What follows belongs to an exercise in optimizing a design on an open flow for small area; a production flow would make more cautious choices. In this exercise RTL edits were held to simulation tests only and were not proved equivalent to the original. Power and IR drop assume default switching activity.

==> design.v <==
module lima_vm (
    input  wire        clk,
    input  wire        rst,           
    input  wire [15:0] entry,         
    output reg         mem_valid,
    output reg         mem_we,
    output wire [15:0] mem_addr,
    output wire [31:0] mem_wdata,
    input  wire        mem_ready,
    input  wire [31:0] mem_rdata,
    output wire        in_req,
    output wire        in_float,
    input  wire        in_valid,
    input  wire        in_fail,
    input  wire [31:0] in_data,
    output wire        out_valid,
    output wire        out_float,
    output wire [31:0] out_data,
    input  wire        out_ready,
    output wire        halted,
    output wire [2:0]  err_code,
    output wire [15:0] ip,
    output wire [3:0]  flags,         
    output wire [31:0] r0,
    output wire [31:0] r1
);
    localparam [2:0] E_OOB = 3'd1, E_OPC = 3'd3, E_REG = 3'd4, E_DIV = 3'd5, E_IO = 3'd6;
    localparam [5:0]
        S_FETCH = 6'd0,  S_DEC  = 6'd1,  S_CHK2 = 6'd2,  S_WR   = 6'd3,
        S_NEXT  = 6'd4,  S_WBR  = 6'd5,  S_RR2  = 6'd6,  S_RDL  = 6'd7,
        S_RDO   = 6'd8,  S_OUT  = 6'd9,  S_IN   = 6'd10, S_HALT = 6'd11,
        S_IRA   = 6'd12, S_IRB  = 6'd13,
        S_IM1   = 6'd14, S_IM2  = 6'd15, S_IM4  = 6'd16, S_IM5  = 6'd17, S_IM8 = 6'd18,
        S_ID1   = 6'd19, S_ID2  = 6'd20, S_ID3  = 6'd21, S_ID4  = 6'd22,
        S_MV    = 6'd23, S_ML   = 6'd24, S_NEG  = 6'd25,
        S_FRA   = 6'd26, S_FRB  = 6'd27, S_FSPEC = 6'd28, S_CLRB = 6'd29,
        S_A1    = 6'd30, S_A2   = 6'd31, S_A3   = 6'd32, S_A4   = 6'd33,
        S_A5    = 6'd34, S_A6   = 6'd35, S_A7   = 6'd36,
        S_M1    = 6'd37, S_M2   = 6'd38,
        S_V1    = 6'd39, S_V2   = 6'd40, S_V3   = 6'd41, S_V4   = 6'd42,
        S_V5    = 6'd43, S_V6   = 6'd44,
        S_NORM  = 6'd45, S_RND  = 6'd46, S_POST = 6'd47, S_PACK = 6'd48;
    localparam [1:0] AS_IP = 2'd0, AS_E1 = 2'd1, AS_E2 = 2'd2;
    localparam [1:0] XS_0 = 2'd0, XS_A = 2'd1, XS_SH = 2'd2;
    localparam [2:0] YS_0 = 3'd0, YS_M = 3'd1, YS_MA = 3'd2, YS_MT = 3'd3,
                     YS_IN = 3'd4, YS_R = 3'd5, YS_A = 3'd6;
    localparam [1:0] SP_NONE = 2'd0, SP_NAN = 2'd1, SP_INF = 2'd2, SP_ZERO = 2'd3;
    reg [5:0]  st;
    reg [15:0] ip_q;
    reg [31:0] x0, x1;
    reg [3:0]  fl;                
    reg [2:0]  err_q;
    reg [5:0]  op;
    reg [1:0]  bb;
    reg [11:0] a1;
    reg [9:0]  a2;
    reg [31:0] A, B;
    reg [9:0]  E;
    reg [4:0]  cnt;
    reg        t_sa, t_sb, t_sw, t_sgn, t_m1;
    reg [1:0]  ca, spec;
    assign halted    = (err_q != 3'd0);
    assign err_code  = err_q;
    assign ip        = ip_q;
    assign flags     = fl;
    assign r0        = x0;
    assign r1        = x1;
    assign mem_wdata = A;
    assign out_data  = A;
    wire [2:0] cls = op[5:3];
    wire [2:0] lo  = op[2:0];
    wire is_m2   = (cls == 3'd0) || (cls == 3'd2);
    wire is_fp   = (cls == 3'd2);
    wire [1:0] aop = lo[1:0] - 2'd1;           
    wire is_io   = (cls == 3'd1) || (cls == 3'd3);
    wire is_in   = is_io && (lo == 3'd1);
    wire is_out  = is_io && (lo == 3'd2);
    wire is_rr   = (cls == 3'd1) && lo[2];
    wire is_mov  = is_rr && (lo == 3'd6);
    wire is_ldst = (cls == 3'd4) && lo[2];
    wire is_load = is_ldst && !lo[0];
    wire is_jmp  = (cls == 3'd4) && !lo[2];
    wire is_iadd = (cls == 3'd0) && (lo == 3'd1);
    wire is_isub = ((cls == 3'd0) && (lo == 3'd2)) || (is_rr && (lo == 3'd5));
    wire is_imul = (cls == 3'd0) && (lo == 3'd3);
    wire is_idiv = (cls == 3'd0) && (lo == 3'd4);
    assign in_float  = op[4];
    assign out_float = op[4];
    wire r_bad      = a1[2:1] != 2'b00;
    wire s_bad      = a2[2:1] != 2'b00;
    wire ea_reg_bad = bb[1] && r_bad;
    wire fw_zero = !(fl[3] || fl[2] || fl[1] || fl[0]);
    wire taken   = (lo == 3'd1) ? fw_zero :
                   (lo == 3'd2) ? (!fl[3] && (fl[2] || fl[1] || fl[0])) :
                                  fl[3];
    function legal_op(input [7:0] o);
        case (o)
            8'h01, 8'h02, 8'h03, 8'h04, 8'h11, 8'h12, 8'h14, 8'h15, 8'h16,
            8'h21, 8'h22, 8'h23, 8'h24, 8'h31, 8'h32,
            8'h41, 8'h42, 8'h43, 8'h44, 8'h45: legal_op = 1'b1;
            default: legal_op = 1'b0;
        endcase
    endfunction
    reg [1:0] asel;
    reg       ea_cin;
    reg [1:0] xsel;
    reg [2:0] ysel;
    reg       inv, cin;
    reg       ridx;
    wire        zext  = is_ldst;
    wire [15:0] rr16  = a1[0] ? x1[15:0] : x0[15:0];
    wire [15:0] ea_x  = (asel == AS_IP) ? ip_q :
                        (!zext && bb == 2'b10) ? 16'd0 :
                        (asel == AS_E1) ? {4'd0, a1} : {6'd0, a2};
    wire [15:0] ea_y  = (asel == AS_IP || zext || bb == 2'b00) ? 16'd0 :
                        (bb == 2'b01) ? x0[15:0] : rr16;
    wire [15:0] ea_out = ea_x + ea_y + {15'd0, ea_cin};
    wire        ea_oob = (&ea_out[15:2]) && (|ea_out[1:0]);
    assign mem_addr = ea_out;
    wire [31:0] ash  = {A[30:0], B[31]};
    wire [31:0] X    = (xsel == XS_A) ? A : (xsel == XS_SH) ? ash : 32'd0;
    wire        r_e0 = ~|mem_rdata[30:23];
    wire        r_e1 = &mem_rdata[30:23];
    wire        r_f0 = ~|mem_rdata[22:0];
    wire        r_nan  = r_e1 && !r_f0;
    wire        r_inf  = r_e1 && r_f0;
    wire        r_zero = r_e0 && r_f0;
    wire [31:0] mant = {8'd0, !r_e0, mem_rdata[22:0]};
    wire [7:0]  expv = r_e0 ? 8'd1 : mem_rdata[30:23];
    wire [31:0] rsx  = ridx ? x1 : x0;
    reg  [31:0] Yr;
    always @* begin
        case (ysel)
            YS_M:    Yr = mem_rdata;
            YS_MA:   Yr = {1'b0, mem_rdata[30:0]};
            YS_MT:   Yr = mant;
            YS_IN:   Yr = in_data;
            YS_R:    Yr = rsx;
            YS_A:    Yr = A;
            default: Yr = 32'd0;
        endcase
    end
    wire [32:0] sum  = {1'b0, X} + {1'b0, Yr ^ {32{inv}}} + {32'd0, cin};
    wire        cout = sum[32];
    wire [31:0] shr  = {cout, sum[31:1]};
    wire zAm   = (A[30:1] == 30'd0);
    wire z31   = zAm && !A[0];
    wire zA    = z31 && !A[31];
    wire a_is1 = zAm && A[0] && !A[31];
    wire zB    = (B[30:0] == 31'd0);
    wire v_add = (A[31] == Yr[31]) && (sum[31] != A[31]);
    wire v_sub = (A[31] != Yr[31]) && (sum[31] != A[31]) && !zA;
    wire c_as  = is_isub ? !cout : sum[31];
    wire v_as  = is_isub ? v_sub : v_add;
    wire e_le0  = E[9] || (E == 10'd0);
    wire e_gt1  = !E[9] && (E > 10'd1);
    wire e_ovf  = !E[9] && (E >= 10'd255);
    wire       eff_sub = t_sa ^ t_sb;
    wire [1:0] as_big  = t_sw ? AS_E2 : AS_E1;
    wire [1:0] as_sml  = t_sw ? AS_E1 : AS_E2;
    wire a_nan  = (ca == 2'd3);
    wire a_inf  = (ca == 2'd2);
    wire a_zero = (ca == 2'd1);
    wire sbe    = mem_rdata[31] ^ (aop == 2'd1);
    reg  [1:0] sp_new;
    reg        sg_new;
    always @* begin
        sp_new = SP_NONE;
        sg_new = t_sa ^ sbe;
        case (aop)
            2'd0, 2'd1: begin
                if (a_nan || r_nan || (a_inf && r_inf && (t_sa ^ sbe))) sp_new = SP_NAN;
                else if (a_inf || r_inf) sp_new = SP_INF;
                sg_new = a_inf ? t_sa : sbe;
            end
            2'd2: begin
                if (a_nan || r_nan || (a_inf && r_zero) || (a_zero && r_inf)) sp_new = SP_NAN;
                else if (a_inf || r_inf) sp_new = SP_INF;
                else if (a_zero || r_zero) sp_new = SP_ZERO;
            end
            default: begin
                if (a_nan || r_nan || (a_inf && r_inf)) sp_new = SP_NAN;
                else if (a_inf) sp_new = SP_INF;
                else if (r_inf || a_zero) sp_new = SP_ZERO;
            end
        endcase
        if (sp_new == SP_NAN) sg_new = 1'b0;
    end
    wire rnd_inc = B[31] && (A[0] || !zB);
    always @* begin
        asel      = AS_IP;
        ea_cin    = 1'b0;
        xsel      = XS_0;
        ysel      = YS_0;
        inv       = 1'b0;
        cin       = 1'b0;
        ridx      = a2[0];
        mem_valid = 1'b0;
        mem_we    = 1'b0;
        case (st)
            S_FETCH: begin
                mem_valid = !ea_oob;
            end
            S_DEC: begin
                if (is_jmp) begin
                    asel   = taken ? AS_E1 : AS_IP;
                    ea_cin = 1'b1;
                end else begin
                    asel = AS_E1;
                end
                ysel = YS_R;
                ridx = (is_rr && !is_mov) ? a1[0] : a2[0];
            end
            S_CHK2: asel = AS_E2;
            S_IRA: begin
                asel = AS_E1; mem_valid = 1'b1; ysel = YS_M;
            end
            S_IRB: begin
                asel = AS_E2; mem_valid = 1'b1; xsel = XS_A; ysel = YS_M;
                inv = is_isub; cin = is_isub;
            end
            S_RR2: begin
                xsel = XS_A; ysel = YS_R; ridx = a2[0];
                inv = is_isub; cin = is_isub;
            end
            S_WBR, S_OUT, S_NEXT: begin
                asel = AS_IP; ea_cin = 1'b1;
            end
            S_RDL: begin
                asel = AS_E2; mem_valid = 1'b1; ysel = YS_M;
            end
            S_RDO: begin
                asel = AS_E1; mem_valid = 1'b1; ysel = YS_M;
            end
            S_IN: begin
                asel = AS_E1; ysel = YS_IN;
            end
            S_WR: begin
                asel = AS_E1; mem_valid = 1'b1; mem_we = 1'b1;
            end
            S_IM1: begin
                asel = AS_E2; mem_valid = 1'b1; ysel = YS_M;
                inv = mem_rdata[31]; cin = mem_rdata[31];
            end
            S_MV: begin
                xsel = XS_A;
            end
            S_IM4: begin
                asel = AS_E1; mem_valid = 1'b1; xsel = XS_A;
                ysel = B[0] ? YS_M : YS_0;
                inv = B[0] && mem_rdata[31]; cin = B[0] && mem_rdata[31];
            end
            S_ML: begin
                xsel = XS_SH;
            end
            S_NEG: begin
                ysel = YS_A; inv = 1'b1; cin = 1'b1;
            end
            S_ID1: begin
                asel = AS_E2; mem_valid = 1'b1; ysel = YS_M;
            end
            S_ID3: begin
                asel = AS_E1; mem_valid = 1'b1; ysel = YS_M;
                inv = mem_rdata[31]; cin = mem_rdata[31];
            end
            S_ID4: begin
                asel = AS_E2; mem_valid = 1'b1; xsel = XS_SH; ysel = YS_M;
                inv = !mem_rdata[31]; cin = !mem_rdata[31];
            end
            S_FRA: begin
                asel = AS_E1; mem_valid = 1'b1; ysel = YS_MA;
            end
            S_FRB: begin
                asel = AS_E2; mem_valid = 1'b1; xsel = XS_A; ysel = YS_MA;
                inv = 1'b1; cin = 1'b1;
            end
            S_A1: begin
                asel = as_sml; mem_valid = 1'b1; ysel = YS_MT;
            end
            S_A2, S_V2: begin
                xsel = XS_A; ysel = YS_A;
            end
            S_A3: begin
                xsel = XS_A;
            end
            S_A4: begin
                asel = as_big; mem_valid = 1'b1; xsel = XS_A; ysel = YS_MT;
                inv = eff_sub; cin = eff_sub;
            end
            S_A5: begin
                ysel = YS_A; inv = 1'b1; cin = 1'b1;
            end
            S_A7: begin
                asel = as_big; mem_valid = 1'b1;
            end
            S_M1: begin
                asel = AS_E2; mem_valid = 1'b1; ysel = YS_MT;
            end
            S_M2: begin
                asel = AS_E1; mem_valid = 1'b1; xsel = XS_A;
                ysel = B[0] ? YS_MT : YS_0;
            end
            S_V1: begin
                asel = AS_E1; mem_valid = 1'b1; ysel = YS_MT;
            end
            S_V3: begin
                asel = AS_E2; mem_valid = 1'b1; xsel = XS_A; ysel = YS_MT;
                inv = 1'b1; cin = 1'b1;
            end
            S_V4: begin
                xsel = XS_A;
            end
            S_V5: begin
                asel = AS_E2; mem_valid = 1'b1; xsel = XS_SH; ysel = YS_MT;
                inv = 1'b1; cin = 1'b1;
            end
            S_NORM: begin
                xsel = (A[31:24] != 8'd0 || e_le0) ? XS_A : XS_SH;
            end
            S_RND: begin
                xsel = XS_A; cin = rnd_inc;
            end
            S_POST: begin
                xsel = XS_A;
            end
            default: ;
        endcase
    end
    assign in_req    = (st == S_IN);
    assign out_valid = (st == S_OUT);
    always @(posedge clk) begin
        if (rst) begin
            st    <= S_FETCH;
            ip_q  <= entry;
            x0    <= 32'd0;
            x1    <= 32'd0;
            fl    <= 4'd0;
            err_q <= 3'd0;
        end else begin
            case (st)
                S_FETCH: begin
                    if (ea_oob) begin
                        err_q <= E_OOB; st <= S_HALT;
                    end else if (mem_ready) begin
                        if (!legal_op(mem_rdata[31:24])) begin
                            err_q <= E_OPC; st <= S_HALT;
                        end else begin
                            op <= {mem_rdata[30:28], mem_rdata[26:24]};
                            bb <= mem_rdata[23:22];
                            a1 <= mem_rdata[21:10];
                            a2 <= mem_rdata[9:0];
                            st <= S_DEC;
                        end
                    end
                end
                S_DEC: begin
                    if (is_jmp) begin
                        if (taken && ea_reg_bad) begin
                            err_q <= E_REG; st <= S_HALT;
                        end else begin
                            ip_q <= ea_out; st <= S_FETCH;
                        end
                    end else if (is_rr) begin
                        if (r_bad || s_bad) begin
                            err_q <= E_REG; st <= S_HALT;
                        end else begin
                            A  <= sum[31:0];
                            st <= is_mov ? S_WBR : S_RR2;
                        end
                    end else if (is_ldst) begin
                        if (is_load ? r_bad : s_bad) begin
                            err_q <= E_REG; st <= S_HALT;
                        end else if (is_load) begin
                            st <= S_RDL;
                        end else begin
                            A  <= sum[31:0];
                            st <= S_WR;
                        end
                    end else if (is_in) begin
                        if (ea_reg_bad) begin
                            err_q <= E_REG; st <= S_HALT;
                        end else begin
                            st <= S_IN;
                        end
                    end else begin
                        if (ea_reg_bad) begin
                            err_q <= E_REG; st <= S_HALT;
                        end else if (ea_oob) begin
                            err_q <= E_OOB; st <= S_HALT;
                        end else begin
                            st <= is_out ? S_RDO : S_CHK2;
                        end
                    end
                end
                S_CHK2: begin
                    if (ea_oob) begin
                        err_q <= E_OOB; st <= S_HALT;
                    end else if (is_fp) begin
                        st <= S_FRA;
                    end else if (is_imul) begin
                        st <= S_IM1;
                    end else if (is_idiv) begin
                        st <= S_ID1;
                    end else begin
                        st <= S_IRA;
                    end
                end
                S_IRA: if (mem_ready) begin
                    A <= sum[31:0]; st <= S_IRB;
                end
                S_IRB: if (mem_ready) begin
                    A <= sum[31:0]; fl[2] <= v_as; fl[0] <= c_as; st <= S_WR;
                end
                S_RR2: begin
                    A <= sum[31:0]; fl[2] <= v_as; fl[0] <= c_as; st <= S_WBR;
                end
                S_WBR: begin
                    if (a1[0]) x1 <= A; else x0 <= A;
                    if (is_rr && !is_mov) begin
                        fl[3] <= A[31];
                        fl[1] <= zA;
                        if (!is_isub) fl[2] <= fl[2] && !zA;
                    end
                    ip_q <= ea_out;
                    st   <= S_FETCH;
                end
                S_RDL: if (mem_ready) begin
                    A <= sum[31:0]; st <= S_WBR;
                end
                S_RDO: if (mem_ready) begin
                    A <= sum[31:0]; st <= S_OUT;
                end
                S_OUT: if (out_ready) begin
                    ip_q <= ea_out; st <= S_FETCH;
                end
                S_IN: if (in_valid) begin
                    if (in_fail) begin
                        err_q <= E_IO; st <= S_HALT;
                    end else if (ea_oob) begin
                        err_q <= E_OOB; st <= S_HALT;
                    end else begin
                        A <= sum[31:0]; st <= S_WR;
                    end
                end
                S_WR: if (mem_ready) begin
                    if (is_m2) begin
                        fl[3] <= A[31] && !(is_fp && z31);
                        fl[1] <= is_fp ? z31 : zA;
                        if (is_fp || is_idiv) begin
                            fl[2] <= 1'b0; fl[0] <= 1'b0;
                        end else if (is_iadd) begin
                            fl[2] <= fl[2] && !zA;
                        end
                    end
                    st <= S_NEXT;
                end
                S_NEXT: begin
                    ip_q <= ea_out; st <= S_FETCH;
                end
                S_IM1: if (mem_ready) begin
                    A <= sum[31:0]; t_sgn <= mem_rdata[31]; st <= S_IM2;
                end
                S_IM2: begin
                    t_m1 <= t_sgn && a_is1; cnt <= 5'd31; st <= S_MV;
                end
                S_MV: begin
                    A <= shr; B <= {sum[0], B[31:1]};
                    cnt <= cnt - 5'd1;
                    if (cnt == 5'd0) begin
                        cnt <= is_fp ? 5'd23 : 5'd31;
                        st  <= is_fp ? S_M2 : is_idiv ? S_ID4 : S_IM4;
                    end
                end
                S_IM4: if (mem_ready) begin
                    A <= shr; B <= {sum[0], B[31:1]};
                    cnt <= cnt - 5'd1;
                    if (cnt == 5'd0) begin
                        t_sgn <= t_sgn ^ mem_rdata[31];
                        st    <= S_IM5;
                    end
                end
                S_IM5: begin
                    fl[2] <= !zA; fl[0] <= 1'b0; cnt <= 5'd31; st <= S_ML;
                end
                S_ML: begin
                    A <= sum[31:0]; B <= {B[30:0], 1'b0};
                    cnt <= cnt - 5'd1;
                    if (cnt == 5'd0) st <= S_NEG;
                end
                S_NEG: begin
                    if (t_sgn) A <= sum[31:0];
                    st <= is_imul ? S_IM8 : S_WR;
                end
                S_IM8: begin
                    fl[2] <= (fl[2] || (!zA && (A[31] != t_sgn))) && !t_m1;
                    st <= S_WR;
                end
                S_ID1: if (mem_ready) begin
                    A <= sum[31:0]; t_sgn <= mem_rdata[31]; st <= S_ID2;
                end
                S_ID2: begin
                    if (zA) begin
                        err_q <= E_DIV; st <= S_HALT;
                    end else begin
                        st <= S_ID3;
                    end
                end
                S_ID3: if (mem_ready) begin
                    A <= sum[31:0]; t_sgn <= t_sgn ^ mem_rdata[31];
                    cnt <= 5'd31; st <= S_MV;
                end
                S_ID4: if (mem_ready) begin
                    A <= cout ? sum[31:0] : ash;
                    B <= {B[30:0], cout};
                    cnt <= cnt - 5'd1;
                    if (cnt == 5'd0) begin
                        cnt <= 5'd31; st <= S_ML;
                    end
                end
                S_FRA: if (mem_ready) begin
                    A    <= sum[31:0];
                    t_sa <= mem_rdata[31];
                    ca   <= r_nan ? 2'd3 : r_inf ? 2'd2 : r_zero ? 2'd1 : 2'd0;
                    E    <= ((aop == 2'd2) ? 10'h382 : (aop == 2'd3) ? 10'd150 : 10'd0)
                            + {2'b00, expv};
                    st   <= S_FRB;
                end
                S_FRB: if (mem_ready) begin
                    if (aop == 2'd3 && r_zero) begin
                        err_q <= E_DIV; st <= S_HALT;
                    end else begin
                        t_sw  <= !cout;
                        t_sb  <= sbe;
                        E     <= (aop == 2'd2) ? E + {2'b00, expv} : E - {2'b00, expv};
                        spec  <= sp_new;
                        t_sgn <= sg_new;
                        cnt   <= 5'd31;
                        if (sp_new != SP_NONE) st <= S_FSPEC;
                        else if (aop == 2'd2)  st <= S_M1;
                        else                   st <= S_CLRB;
                    end
                end
                S_FSPEC: begin
                    A  <= {t_sgn, (spec == SP_ZERO) ? 8'h00 : 8'hFF,
                           (spec == SP_NAN) ? 23'h400000 : 23'd0};
                    st <= S_WR;
                end
                S_CLRB: begin
                    B   <= {1'b0, B[31:1]};
                    cnt <= cnt - 5'd1;
                    if (cnt == 5'd0) st <= (aop == 2'd3) ? S_V1 : S_A1;
                end
                S_A1: if (mem_ready) begin
                    A <= sum[31:0]; cnt <= 5'd2; st <= S_A2;
                end
                S_A2: begin
                    A <= sum[31:0]; cnt <= cnt - 5'd1;
                    if (cnt == 5'd0) st <= S_A3;
                end
                S_A3: begin
                    if (E == 10'd0) begin
                        cnt <= 5'd7; st <= S_A4;
                    end else begin
                        A <= {1'b0, sum[31:2], sum[1] | sum[0]};
                        E <= t_sw ? E + 10'd1 : E - 10'd1;
                    end
                end
                S_A4: if (mem_ready) begin
                    A <= sum[31:0]; cnt <= cnt - 5'd1;
                    if (cnt == 5'd0) st <= S_A5;
                end
                S_A5: begin
                    if (eff_sub) A <= sum[31:0];
                    st <= S_A6;
                end
                S_A6: begin
                    t_sgn <= zA ? (t_sa && t_sb) : (t_sw ? t_sb : t_sa);
                    st <= S_A7;
                end
                S_A7: if (mem_ready) begin
                    E  <= {2'b00, expv} - 10'd3;
                    st <= S_NORM;
                end
                S_M1: if (mem_ready) begin
                    A <= sum[31:0]; cnt <= 5'd31; st <= S_MV;
                end
                S_M2: if (mem_ready) begin
                    A <= shr; B <= {sum[0], B[31:1]};
                    cnt <= cnt - 5'd1;
                    if (cnt == 5'd0) st <= S_NORM;
                end
                S_V1: if (mem_ready) begin
                    A <= sum[31:0]; st <= S_V2;
                end
                S_V2: begin
                    if (A[23]) begin
                        st <= S_V3;
                    end else begin
                        A <= sum[31:0]; E <= E - 10'd1;
                    end
                end
                S_V3: if (mem_ready) begin
                    if (cout) begin
                        st <= S_V4;
                    end else begin
                        cnt <= 5'd31; st <= S_V5;
                    end
                end
                S_V4: begin
                    A <= shr; B <= {sum[0], B[31:1]}; E <= E + 10'd1; st <= S_V3;
                end
                S_V5: if (mem_ready) begin
                    A <= cout ? sum[31:0] : ash;
                    B <= {B[30:0], cout};
                    cnt <= cnt - 5'd1;
                    if (cnt == 5'd0) st <= S_V6;
                end
                S_V6: begin
                    A <= 32'd0; B[0] <= B[0] | !zA; st <= S_NORM;
                end
                S_NORM: begin
                    if (A[31:24] != 8'd0 || e_le0) begin
                        A <= shr;
                        B <= {sum[0], B[31:2], B[1] | B[0]};
                        E <= E + 10'd1;
                    end else if (!A[23] && e_gt1) begin
                        A <= sum[31:0];
                        B <= {B[30:0], 1'b0};
                        E <= E - 10'd1;
                    end else begin
                        st <= S_RND;
                    end
                end
                S_RND: begin
                    A <= sum[31:0]; st <= S_POST;
                end
                S_POST: begin
                    if (A[24]) begin
                        A <= shr; E <= E + 10'd1;
                    end
                    st <= S_PACK;
                end
                S_PACK: begin
                    A  <= {t_sgn, e_ovf ? 8'hFF : (A[23] ? E[7:0] : 8'h00),
                           e_ovf ? 23'd0 : A[22:0]};
                    st <= S_WR;
                end
                default: st <= S_HALT;
            endcase
        end
    end
endmodule
==> run.sh <==
#!/bin/bash
# synth_recipe.tcl (not shown) runs the flow's synth.tcl, then flattens the netlist and writes it again
# the make line also repeats each setting of config.mk as NAME=value (left out here)
make -C /OpenROAD-flow-scripts/flow DESIGN_CONFIG=/design/flow/config.mk WORK_HOME=/design/flow/orfs CLKGATE_MAP_FILE= SYNTH_SCRIPT=/design/flow/synth_recipe.tcl finish
==> config.mk <==
export PLATFORM = sky130hd
export DESIGN_NAME = lima_vm
export DESIGN_NICKNAME = lima_vm
export VERILOG_FILES = /design/flow/design.v
export SDC_FILE = /design/flow/constraint.sdc
export NUM_CORES = 4
export LEC_CHECK = 0
export CAP_MARGIN = 20
export CORE_MARGIN = 2
export CORE_UTILIZATION = 30
export PLACE_DENSITY = 0.55
export SLEW_MARGIN = 20
==> constraint.sdc <==
create_clock -name core_clock -period 22.0 [get_ports {clk}]
set_input_delay 4.4000 -clock core_clock [delete_from_list [all_inputs] [get_ports {clk}]]
set_output_delay 4.4000 -clock core_clock [all_outputs]
set_load 0.01 [all_outputs]
==> impl_metrics.json, run 1 <==
{
  "clk_pin_slew_worst_paths_ps": 60,
  "clockRootBuffer": "clkbuf_16",
  "synth-seq-cells": 211,
  "fp-row-count": 90,
  "path_class": "reg -> out",
  "grt-ovfl-total": 0,
  "cp_cell_sequence": "buf_4 -> clkinv_1 -> a21oi_1 -> o22a_1 -> o221a_1 -> and2_1 -> a211o_1 -> nor2_1 -> fa_1 -> fa_1 -> a21o_1 -> a2bb2oi_1 -> nor2_1 -> a211oi_1 -> nand4_1 -> nor4_2 -> and4b_1 -> o21ai_0 -> clkdlybuf4s50_1",
  "whs_ps": 469.0,
  "synth_edf_count": 134,
  "synth_seq_area_share_pct": 30.27,
  "yosys.area.top_type": "edfxtp_1",
  "dieArea_mm2": 0.06328,
  "post-route-drc-count": 0,
  "grt.total_usage_pct": 24.52,
  "cts.sinks": 211,
  "required_ps": 17600,
  "vdd_drop_max_mv": 0.06477,
  "leakage_uw": 0.008114,
  "cpMaxStageDelayCell": "o221a_1",
  "synth.most_common_cell": "nand2_1",
  "synth_fp_nets": 2414,
  "fmaxAchievable_mhz": 82.98,
  "grt_setup_unrepaired": "false",
  "grt_first_pass_wirelength_um": 119900,
  "first_pass_iters": 7,
  "io_buffers": 259,
  "max_slew.worst_pin.slew_ps": 981.7,
  "end_kind": "output pin",
  "pin_count": 260,
  "yosysWarningCount": 1,
  "wl_per_cell_um": 25.38,
  "yosysUniqueCellTypes": 98,
  "post-cts-setup-buffers": 0,
  "power_density_mw_per_mm2": 135.0,
  "die_height_um": 251.6,
  "finalSetupViolations": 0,
  "min_period_over_period_pct": 54.77,
  "layout.nets": 2553,
  "num_vias": 19225,
  "initial_core_util_pct": 30.40,
  "cp_max_fo": 64,
  "critPathLaunchType": "register",
  "vias_per_cell": 6.013,
  "final_antenna_net_count": 0,
  "layout-drive-gt1-share_pct": 8.002,
  "dp_hpwl_um": 59990,
  "clk_latency_ps": 590,
  "coreArea_mm2": 0.06047,
  "tritoncts": "yes",
  "slowest_delay_ps": 730,
  "holdBufCountCts": 0,
  "cts-htree-levels": 1,
  "hold_viol_final": 0,
  "ys.flop_type": "edfxtp_1",
  "synth_common_cells": "290 x nand2_1, 212 x a21oi_1, 160 x nor2_1",
  "synth_top_cell_area_share_pct": 21.89,
  "setup_tns_ps": 0,
  "min_path_type": "reg -> reg",
  "grt_max_degree": 71,
  "clock_skew_ps": 24.18,
  "async_reset_ff_share_pct": 0,
  "fillers": 6221,
  "cts_made_buffers": 28,
  "finalMaxSlewViolations": 0,
  "antenna_found_initial": 3,
  "syn_area_mm2": 0.01839,
  "syn_inst": 2251,
  "crit_arrival_ps": 7650,
  "cts_resized": 0,
  "maxCapViolCount": 0,
  "run_status": "finished clean",
  "fin_util_pct": 37.07,
  "syn2layout_area_growth_pct": 21.93,
  "gp_congestion": 0.9708,
  "synth_area_per_cell_um2": 8.168,
  "grt_pass1_vias": 18222,
  "synthTopCellsByArea": "edfxtp_1 22%, dfxtp_1 8.4%, nand2_1 5.9%, a21oi_1 5.8%, ha_1 4.8%",
  "wirelength_um": 81130,
  "first_iter_violations": 2213,
  "cts_buffer_depth": 3,
  "layout_min_cycle_time_ps": 12050,
  "relSlewSlack_pct": 34.25,
  "die_x_um": 251.6
}
routing by layer:
metal	global-route usage, %	vias up	wire length, µm
li1	-	8671	-
met5	0	-	10
met1	34.45	9436	36070
met3	4.416	142	6674
met2	38.00	974	35810
met4	7.670	2	2570
registers in the layout (all words and copies together) (netlist names), 4 cells and up:
name,cells
A,32
B,32
x0,32
x1,32
ip_q,16
a1,12
E,10
a2,10
op,6
st,6
cnt,5
fl,4
path summary, 6_finish.rpt:
check	from	slack (ps)	to	depth (start not counted)
worst min-delay path	x1[28]	470	x1[28]	2
worst min register to register	x1[28]	470	x1[28]	2
worst max-delay path	st[1]	9950	mem_valid	19
worst max register to register	st[1]	14080	A[28]	20
metrics by stage:
step                      power, µW  instances  setup WS [ps]  cell area (µm²)
final                          3026       3197           9950            22420
after global routing           3200       3196           9546            22410
after CTS                      3004       3193           9993            22400
after detailed placement       2517       3141          10660            21460
after global placement         2512       3140          10780            21450
after floorplan                1853       2251          12500            18390
where the power goes:
part           leakage [µW]  internal [µW]  switching [µW]  total (µW)
clock              0.000455            282             193         475
sequential          0.00186            552             143         695
combinational       0.00580            749            1110        1860
cells in the final DEF, fill, tap and decap left out, types with 28 or more instances in the layout:
master / instances
nand2_1: 288
nand2b_1: 28
inv_1: 44
a21o_1: 49
buf_4: 42
xnor2_1: 43
nor2_1: 160
clkdlybuf4s50_1: 258
nor4_1: 34
a22oi_1: 71
nand3_1: 38
dfxtp_1: 75
edfxtp_1: 134
mux2_2: 38
clkbuf_16: 29
ha_1: 71
xor2_1: 65
mux2i_1: 58
a21oi_1: 212
nor3_1: 45
o21ai_0: 157
a22o_1: 40
layout make-up:
type,count,area [µm²],share of cell area [%]
antenna,3,7.507,0.03349
multi-input combinational,1798,11830,52.77
clock inverter,18,177.7,0.7926
sequential,211,5568,24.84
timing repair buffer,302,2908,12.97
inverter,49,183.9,0.8205
clock buffer,34,764.5,3.410
tap,782,978.4,4.365
critical path, delay by kind of cell, from the launching register on:
| family | cells | cell delay (ps) |
|---|---|---|
| flip-flops | 1 | 310 |
| AO/OA/AOI/OAI | 8 | 2660 |
| adder cells (fa/ha/maj) | 2 | 950 |
| AND/OR/NAND/NOR | 6 | 1540 |
| buffers and inverters | 3 | 1530 |
cells by family (layout without fill, tap and decap cells):
group                    count (synthesis)  count (layout)  synth area share, %
AO/OA/AOI/OAI                          782             782                28.43
XOR/XNOR                               109             109                5.233
adder cells (fa/ha/maj)                 77              77                5.485
buffers and inverters                  242             403                6.016
flip-flops                             211             211                30.27
multiplexers                            97              97                5.540
other                                    0               3                    0
AND/OR/NAND/NOR                        733             733                19.03
==> inputs of run 2 (changes only) <==
--- a/config.mk
+++ b/config.mk
@@ -6,4 +6,5 @@
 export NUM_CORES = 4
 export LEC_CHECK = 0
+export ABC_AREA = 1
 export CAP_MARGIN = 20
 export CORE_MARGIN = 2
==> run 2 against run 1 <==
Net effect: non-clock buffer count is 21 lower; final cell count up 12%; count of clock-buffer cells in the layout rose by 5; clock power increased by 4.6%; first-iteration DRC count down 1.1%; register-to-register slack gained 60 ps; wire length up 5.7%; global-route usage increased by 1.9 points; flip-flop and latch count unchanged; worst hold slack gained 27 ps; utilization is 0.35 points higher.
==> impl_metrics.json, run 2 <==
{
  "run_status": "finished clean",
  "vdd_drop_max_mv": 0.1048,
  "synthMuxAreaShare_pct": 0.06278,
  "synth_top_cell_area_share_pct": 22.43,
  "sw_frac_of_total_pct": 46.72,
  "clkPwrFrac_pct": 19.6,
  "p_comb_share_pct": 56.9,
  "min_period_over_period_pct": 53.49,
  "dp_hpwl_um": 67390,
  "synthSimpleGateAreaFrac_pct": 26.59,
  "synth-seq-cells": 211,
  "synth_top_family_by_area": "simple AND/OR/NAND/NOR gates",
  "synthTopCellsByArea": "edfxtp_1 22%, nand2_1 12%, dfxtp_1 8.6%, inv_1 6.9%, o21ai_0 5.8%",
  "end_kind": "output pin",
  "finalMaxSlewViolations": 0,
  "synth_edf_count": 134,
  "grt-ovfl-total": 0,
  "grt.total_usage_pct": 26.42,
  "finalSetupViolations": 0,
  "insertedDiodeCount": 0,
  "yosys.area.top_type": "edfxtp_1",
  "syn2layout_area_growth_pct": 23.12,
  "pin_count": 260,
  "cts_resized": 0,
  "cp_max_fo": 15,
  "relSlewSlack_pct": 26.58,
  "first_iter_violations": 2188,
  "synth_common_cells": "575 x nand2_1, 331 x inv_1, 270 x nor2_1",
  "internal-power_uw": 1351,
  "grt_pass1_vias": 19185,
  "clk_latency_ps": 590,
  "fillers": 6282,
  "post-cts-setup-buffers": 0,
  "gp_congestion": 0.9843,
  "die_x_um": 248.5,
  "synth_compound_area_share_pct": 21.60,
  "synthAdderAreaFrac_pct": 5.622,
  "final_cells": 3594,
  "required_ps": 17600,
  "layout-drive-gt1-share_pct": 4.679,
  "layout_min_cycle_time_ps": 11770,
  "whs_ps": 496.0,
  "num_vias": 20246,
  "fp-row-count": 89,
  "grt_setup_unrepaired": "false",
  "tritoncts": "yes",
  "netSwitchingPower_uw": 1184,
  "leakage_uw": 0.009757,
  "final_common_cell": "nand2_1",
  "share_seq_of_total_power_pct": 23.5,
  "critPathLaunchType": "register",
  "fin_util_pct": 37.42,
  "final_cell_mix": "574 x nand2_1, 331 x inv_1, 265 x nor2_1, 259 x clkdlybuf4s50_1, 204 x o21ai_0",
  "syn_inst": 2620,
  "synth_seq_area_share_pct": 31.03,
  "wirelength_um": 85730,
  "coreArea_mm2": 0.05902,
  "clock_skew_ps": 21.26,
  "cts-htree-levels": 1,
  "placed_cells": 3541,
  "path_class": "reg -> out",
  "initial_core_util_pct": 30.39,
  "yosysUniqueCellTypes": 60,
  "holdPathStages": 2,
  "antenna_found_initial": 3,
  "power_density_mw_per_mm2": 114.8,
  "grt_first_pass_wirelength_um": 125700,
  "synth_fp_nets": 2783,
  "layout.nets": 2962,
  "fmaxAchievable_mhz": 84.97,
  "vias_per_cell": 5.633,
  "wl_per_cell_um": 23.85,
  "post-route-drc-count": 0,
  "async_reset_ff_share_pct": 0,
  "synth.most_common_cell": "nand2_1",
  "clk_pin_slew_worst_paths_ps": 50,
  "final_antenna_net_count": 0,
  "grt_max_degree": 86,
  "clockRootBuffer": "clkbuf_16",
  "ys.flop_type": "edfxtp_1",
  "max_slew.worst_pin.slew_ps": 1097,
  "cts_made_buffers": 28,
  "cts.sinks": 211,
  "synth_area_per_cell_um2": 6.846,
  "die_height_um": 248.5,
  "min_path_type": "reg -> reg",
  "hold_viol_final": 0,
  "cts_buffer_depth": 3,
  "synth-xor-area-share_pct": 4.248,
  "first_pass_iters": 6,
  "yosysWarningCount": 1,
  "maxCapViolCount": 0,
  "syn_area_mm2": 0.01794,
  "holdBufCountCts": 0,
  "io_buffers": 259,
  "crit_arrival_ps": 7370,
  "setup_tns_ps": 0,
  "dieArea_mm2": 0.06176,
  "r2r_cells": 26
}
## run 2: power by group through the flow
| stage | clock, µW | sequential (µW) | combinational (µW) |
|---|---|---|---|
| after global placement | 0 | 602 | 1410 |
| after CTS | 502 | 594 | 1420 |
| final | 497 | 595 | 1440 |
| after floorplan | 0 | 586 | 834 |
| after detailed placement | 0 | 601 | 1410 |
| after global routing | 514 | 602 | 1560 |
## run 2: final timing paths
check                start         to  slack [ps]
hold reg to reg   err_q[1]   err_q[1]         500
setup reg to reg     st[4]      A[14]       14140
setup / recovery     st[2]  mem_valid       10230
hold / removal    err_q[1]   err_q[1]         500
## run 2: logic make-up after synthesis
kind of cell	count (synthesis)
flops	211
compound gates	643
buf+inv	478
fa+ha+maj	77
xor+xnor	87
mux	1
simple gates	1123
## run 2: critical path: stages, from the launching register on
cell and delay (ps):
dfxtp_1 440, inv_2 70, nand2_1 140, inv_1 80, nand3_1 390, nand2_1 270, nor2_1 170, nand3b_1 100
nor2_2 600, nand2_1 460, nand2_1 560, a211oi_1 140, fa_1 490, fa_1 520, nand3_1 140, nand3_1 150
nand2_1 120, nand2_1 70, a21oi_1 190, xnor2_1 210, nand4_1 150, nor2_1 270, nand3_4 230, nand2_1 180
nand4_1 120, clkdlybuf4s50_1 510
## run 2: per-stage QoR
stage / worst slack (ps) / total power, µW / instance area (µm²)
after floorplan: 13200 / 1421 / 17940
after global placement: 11070 / 2017 / 21040
after detailed placement: 10920 / 2015 / 21070
after CTS: 10290 / 2520 / 22060
after global routing: 9761 / 2674 / 22080
final: 10230 / 2535 / 22080
## run 2: per-layer routing
layer / vias to the layer above / routed length (µm) / GRT usage (%)
met1: 9716 / 37780 / 36.80
met2: 1053 / 37820 / 42.02
met5: - / 37 / 0
li1: 9308 / - / -
met3: 163 / 7316 / 4.145
met4: 6 / 2780 / 7.733
## run 2: area by class of cell
type / instances / area [µm²] / area share [%]
sequential: 211 / 5565 / 25.20
multi-input combinational: 1931 / 10470 / 47.40
clock buffer: 39 / 802.0 / 3.632
clock inverter: 13 / 185.2 / 0.8385
timing repair buffer: 281 / 2798 / 12.67
inverter: 346 / 1299 / 5.881
tap: 773 / 967.2 / 4.380

what the ideal ports hide:
The flow's constraints put no driver on any port. The routed layouts listed below were extracted and timed again, unchanged, in two steps. Step 1: set_driving_cell puts a clkbuf_16 on clk and a buf_2 on each other input, an assumption about the parent block. Step 2, shift: input delay + t, output delay - t, t = (earliest + latest rising clock arrival at the registers) / 2. This alone moves slack from input paths to output paths. Slacks: ideal ports / drivers / drivers and shift; pairs: ideal ports / drivers.
| run | t (ns) | slack for setup (ns) | hold slack, ns | cell pins on the clock port's net |
|---|---|---|---|---|
| run 1 | 0.633 | 9.950 / 9.892 / 10.524 | 0.469 / 0.469 / 0.469 | 1 |
| run 2 | 0.631 | 10.232 / 10.176 / 10.807 | 0.496 / 0.496 / 0.496 | 1 |
After both steps every run listed still meets setup and hold.
